What follows belongs to an exercise in optimizing a design on an open flow for small area, a short achievable clock period and few clock cycles; a production flow would make more cautious choices.
Power and IR drop assume default switching activity.

==> job 5535: inputs <==
==> flow/design.v <==
module frame_ctrl (
    input  wire       clk,
    input  wire       rst,         
    input  wire       rx_valid,
    input  wire [7:0] rx_data,
    output wire       rx_ready,
    output reg        ev_valid,
    output reg  [2:0] ev_kind,
    output reg  [7:0] ev_a,
    output reg  [7:0] ev_b,
    output reg  [1:0] mode,
    output reg        collect,
    output wire       edge_ie,
    output reg  [2:0] alarm
);
    localparam [2:0] EV_CMD    = 3'd1,
                     EV_NOCHAR = 3'd2,
                     EV_TH     = 3'd3,
                     EV_F      = 3'd4,
                     EV_DIAG   = 3'd5,
                     EV_DROP   = 3'd6;
    localparam [1:0] M_IDLE = 2'd0,
                     M_TH   = 2'd1,
                     M_F    = 2'd2;
    localparam [2:0] G_START = 3'd0,    
                     G_NUM1  = 3'd1,    
                     G_SPACE = 3'd2,    
                     G_NUM2  = 3'd3,    
                     G_ERR   = 3'd4;    
    localparam [7:0] MK_SUM = 8'hAD;
    assign rx_ready = 1'b1;
    assign edge_ie  = collect && (mode == M_F);
    reg       bv;
    reg [7:0] b;
    always @(posedge clk) begin
        bv <= rx_valid && !rst;
        b  <= rx_data;
    end
    reg [4:0] len;             
    reg       cmdp;            
    reg [3:0] mk;              
    reg       found;           
    reg [7:0] sum;             
    reg [2:0] gst;             
    reg       snap;            
    reg [7:0] dval;            
    reg       dbig;            
    reg       dgot;            
    reg       ddone;           
    wire first   = (len == 5'd0);
    wire is_term = (b == 8'h0D) || (b == 8'h0A);
    wire is_dig  = (b[7:4] == 4'h3) && (b[3:0] <= 4'd9);
    wire is_sp   = (b == 8'h20);
    wire [3:0] d = b[3:0];
    wire       found_e = !first && found;
    wire [3:0] mk_e    = first ? 4'd0 : mk;
    wire [2:0] gst_e   = first ? G_START : gst;
    wire [7:0] sum_e   = first ? 8'd0 : sum;
    function [7:0] dec_sat;
        input [7:0] v;
        input [3:0] dd;
        begin
            if (v > 8'd25 || (v == 8'd25 && dd > 4'd5))
                dec_sat = 8'd255;
            else
                dec_sat = {v[4:0], 3'd0} + {v[4:0], 1'b0} + {4'd0, dd};
        end
    endfunction
    reg [7:0] mk_ch;
    always @(*) begin
        case (mk_e)
        4'd0: mk_ch = 8'h20;   
        4'd1: mk_ch = 8'h43;   
        4'd2: mk_ch = 8'h48;   
        4'd3: mk_ch = 8'h45;   
        4'd4: mk_ch = 8'h43;   
        4'd5: mk_ch = 8'h4B;   
        4'd6: mk_ch = 8'h53;   
        4'd7: mk_ch = 8'h55;   
        4'd8: mk_ch = 8'h4D;   
        default: mk_ch = 8'h3A;   
        endcase
    end
    reg [7:0] cmd_ch;
    always @(*) begin
        case (len[1:0])
        2'd0: cmd_ch = 8'h43;   
        2'd1: cmd_ch = 8'h4D;   
        2'd2: cmd_ch = 8'h44;   
        default: cmd_ch = 8'h3A;   
        endcase
    end
    function accept;
        input [2:0] g;
        input [1:0] m;
        begin
            accept = (m == M_TH && g == G_NUM2) || (m == M_F && g == G_NUM1);
        end
    endfunction
    wire is_cmd = cmdp && (len >= 5'd4);
    wire ck_ok  = dgot && !dbig && (dval == sum - MK_SUM);
    wire pl_ok  = found ? (ck_ok && snap) : accept(gst, mode);
    reg [2:0] kind;
    always @(*) begin
        if (is_cmd)
            kind = (len == 5'd4) ? EV_NOCHAR : EV_CMD;
        else if (found && !ck_ok)
            kind = EV_DIAG;
        else if (pl_ok)
            kind = (mode == M_TH) ? EV_TH : EV_F;
        else
            kind = EV_DROP;
    end
    always @(posedge clk) begin
        if (rst) begin
            len      <= 5'd0;
            ev_valid <= 1'b0;
            mode     <= M_IDLE;
            collect  <= 1'b0;
            alarm    <= 3'd0;
        end else begin
            ev_valid <= 1'b0;
            if (bv) begin
                if (is_term) begin
                    len <= 5'd0;
                    if (!first) begin
                        ev_valid <= 1'b1;
                        ev_kind  <= kind;
                        if (!(is_cmd && len != 5'd4) && !pl_ok)
                            ev_a <= 8'd0;
                        if (!(!is_cmd && pl_ok && mode == M_TH))
                            ev_b <= 8'd0;
                        if (is_cmd && len != 5'd4) begin
                            case (ev_a)
                            8'h53: collect  <= 1'b1;    
                            8'h45: collect  <= 1'b0;    
                            8'h41: mode     <= M_TH;    
                            8'h42: mode     <= M_F;     
                            8'h31: alarm[0] <= 1'b1;    
                            8'h32: alarm[1] <= 1'b1;
                            8'h33: alarm[2] <= 1'b1;
                            8'h34: alarm[0] <= 1'b0;    
                            8'h35: alarm[1] <= 1'b0;
                            8'h36: alarm[2] <= 1'b0;
                            default: ;
                            endcase
                        end
                    end
                end else if (len == 5'd23) begin
                    len <= 5'd0;    
                end else begin
                    len <= len + 5'd1;
                    if (len < 5'd4)
                        cmdp <= (first || cmdp) && (b == cmd_ch);
                    if (len == 5'd4 && cmdp)
                        ev_a <= b;
                    if (!found_e) begin
                        sum <= sum_e + b;
                        if (b == mk_ch) begin
                            if (mk_e == 4'd9) begin
                                found <= 1'b1;
                                dval  <= 8'd0;
                                dbig  <= 1'b0;
                                dgot  <= 1'b0;
                                ddone <= 1'b0;
                            end else begin
                                found <= 1'b0;
                            end
                            mk <= mk_e + 4'd1;
                        end else begin
                            found <= 1'b0;
                            mk <= is_sp ? 4'd1 : 4'd0;
                        end
                        if (is_sp)
                            snap <= accept(gst_e, mode);
                    end else if (!ddone) begin
                        if (is_dig) begin
                            dgot <= 1'b1;
                            if (dbig || dval > 8'd25 || (dval == 8'd25 && d > 4'd5))
                                dbig <= 1'b1;
                            dval <= dec_sat(dval, d);
                        end else begin
                            ddone <= 1'b1;
                        end
                    end
                    case (gst_e)
                    G_START: if (is_dig) begin
                                 gst  <= G_NUM1;
                                 ev_a <= {4'd0, d};
                             end else gst <= G_ERR;
                    G_NUM1:  if (is_dig) ev_a <= dec_sat(ev_a, d);
                             else if (is_sp) gst <= G_SPACE;
                             else gst <= G_ERR;
                    G_SPACE: if (is_dig) begin
                                 gst  <= G_NUM2;
                                 ev_b <= {4'd0, d};
                             end else if (!is_sp) gst <= G_ERR;
                    G_NUM2:  if (is_dig) ev_b <= dec_sat(ev_b, d);
                             else gst <= G_ERR;
                    default: gst <= G_ERR;
                    endcase
                end
            end
        end
    end
endmodule
==> flow/run.sh <==
#!/bin/bash
# synth_recipe.tcl (not shown) runs the flow's synth.tcl, then flattens the netlist and writes it again
# the make line also repeats each setting of config.mk as NAME=value (left out here)
make -C /OpenROAD-flow-scripts/flow DESIGN_CONFIG=/design/flow/config.mk WORK_HOME=/design/flow/orfs CLKGATE_MAP_FILE= SYNTH_SCRIPT=/design/flow/synth_recipe.tcl finish
==> flow/config.mk <==
export PLATFORM = sky130hd
export DESIGN_NAME = frame_ctrl
export DESIGN_NICKNAME = frame_ctrl
export VERILOG_FILES = /design/flow/design.v
export SDC_FILE = /design/flow/constraint.sdc
export NUM_CORES = 4
export LEC_CHECK = 0
export ABC_AREA = 1
export CAP_MARGIN = 20
export CORE_MARGIN = 2
export CORE_UTILIZATION = 30
export PLACE_DENSITY = 0.5
export SLEW_MARGIN = 20
==> flow/constraint.sdc <==
create_clock -name core_clock -period 10.0 [get_ports {clk}]
set_input_delay 2.0000 -clock core_clock [delete_from_list [all_inputs] [get_ports {clk}]]
set_output_delay 2.0000 -clock core_clock [all_outputs]
set_load 0.01 [all_outputs]
==> job 8551: changes against job 5535 <==
- ABC_AREA: 1 -> default
==> job 4945: changes against job 5535 <==
- ABC_AREA: 1 -> default
- SETUP_SLACK_MARGIN: default -> 5
==> summary of the runs <==
In job 8551 the non-clock buffer count is higher than in job 5535, by 4. Worst hold slack is the same in job 4945 and job 8551. In job 4945 the design area is lower than in job 5535, by 1.5%. Global-route usage: job 8551 is lower than job 5535 (0.33 points). Against job 4945, the maximum frequency of job 5535 is higher by about 9%. In combinational power, job 8551 and job 4945 hardly differ. Sequential share of layout area is the same in job 8551 and job 4945. In clock skew, job 4945 and job 8551 do not differ. Between job 5535 and job 8551, the lower first-iteration DRC count is in job 8551 (gap 23%, measured against job 8551).
==> figures <==
Capturing element of the worst setup path: job 5535 ev_a[5]; job 4945 sum[5]; job 8551 sum[5]
Multi-input gates: job 5535 433; job 4945 436; job 8551 436
DRC marker count from the first detailed-route iteration: job 5535 302; job 4945 246; job 8551 246
Final Routed Wirelength: job 5535 13400 um; job 4945 13020 um; job 8551 13020 um
Number of cells on the critical path: job 5535 5; job 4945 4; job 8551 4
Initial core utilization: job 5535 30.78%; job 4945 30.49%; job 8551 30.49%
Result of the run: job 5535 no timing/DRC/antenna violations; job 4945 no timing/DRC/antenna violations; job 8551 no timing/DRC/antenna violations
Worst Reg-to-Reg Cells: job 5535 15; job 4945 12; job 8551 12
Count of non-filler cells in the finished layout: job 5535 895; job 4945 804; job 8551 804
Hold_sp: job 5535 alarm[2]; job 4945 collect; job 8551 collect
Combinational logic power: job 5535 0.0000997 W; job 4945 0.0000798 W; job 8551 0.0000798 W
Clock skew after layout: job 5535 0.007587 ns; job 4945 0.007945 ns; job 8551 0.007945 ns
Total internal power: job 5535 0.0005687 W; job 4945 0.0005709 W; job 8551 0.0005709 W
Via count: job 5535 4341; job 4945 4177; job 8551 4177
Complex-gate fraction of the synthesized area: job 5535 13.21%; job 4945 19.27%; job 8551 19.27%
Number of fill cells in the layout: job 5535 1722; job 4945 1693; job 8551 1693
Largest fanout on the critical path: job 5535 16; job 4945 13; job 8551 13
Avg Vias per Cell: job 5535 4.850; job 4945 5.195; job 8551 5.195
Worst max-slew margin expressed relative to the limit: job 5535 46.67%; job 4945 27.71%; job 8551 27.71%
Post-synthesis mux area share: job 5535 0%; job 4945 0.1987%; job 8551 0.1987%
No functional check of the RTL was part of any run of this note.

## afterwards: timing with drivers on the ports
Ports are ideal in the flow. The routed layouts listed here were re-timed in OpenROAD.
Step 1 assumes that a clkbuf_16 drives the clock port and a buf_2 every other input.
Step 2 adds t to the input delays and takes it off the output delays; t is the mean of the earliest and latest rising clock arrival at the registers after step 1. Input paths then give back, and output paths get back, about the clock's delay inside the block.
Slacks: ideal / step 1 / step 2; pairs: ideal / step 1.
run | t, ns | setup WS [ns] | worst hold slack (ns)
job 5535 | 0.376 | 5.984 / 6.005 / 5.629 | 0.468 / 0.468 / 0.468
job 8551 | 0.375 | 5.633 / 5.650 / 5.275 | 0.503 / 0.503 / 0.503
job 4945 | 0.375 | 5.633 / 5.650 / 5.275 | 0.503 / 0.503 / 0.503
After both steps every run listed still meets setup and hold.
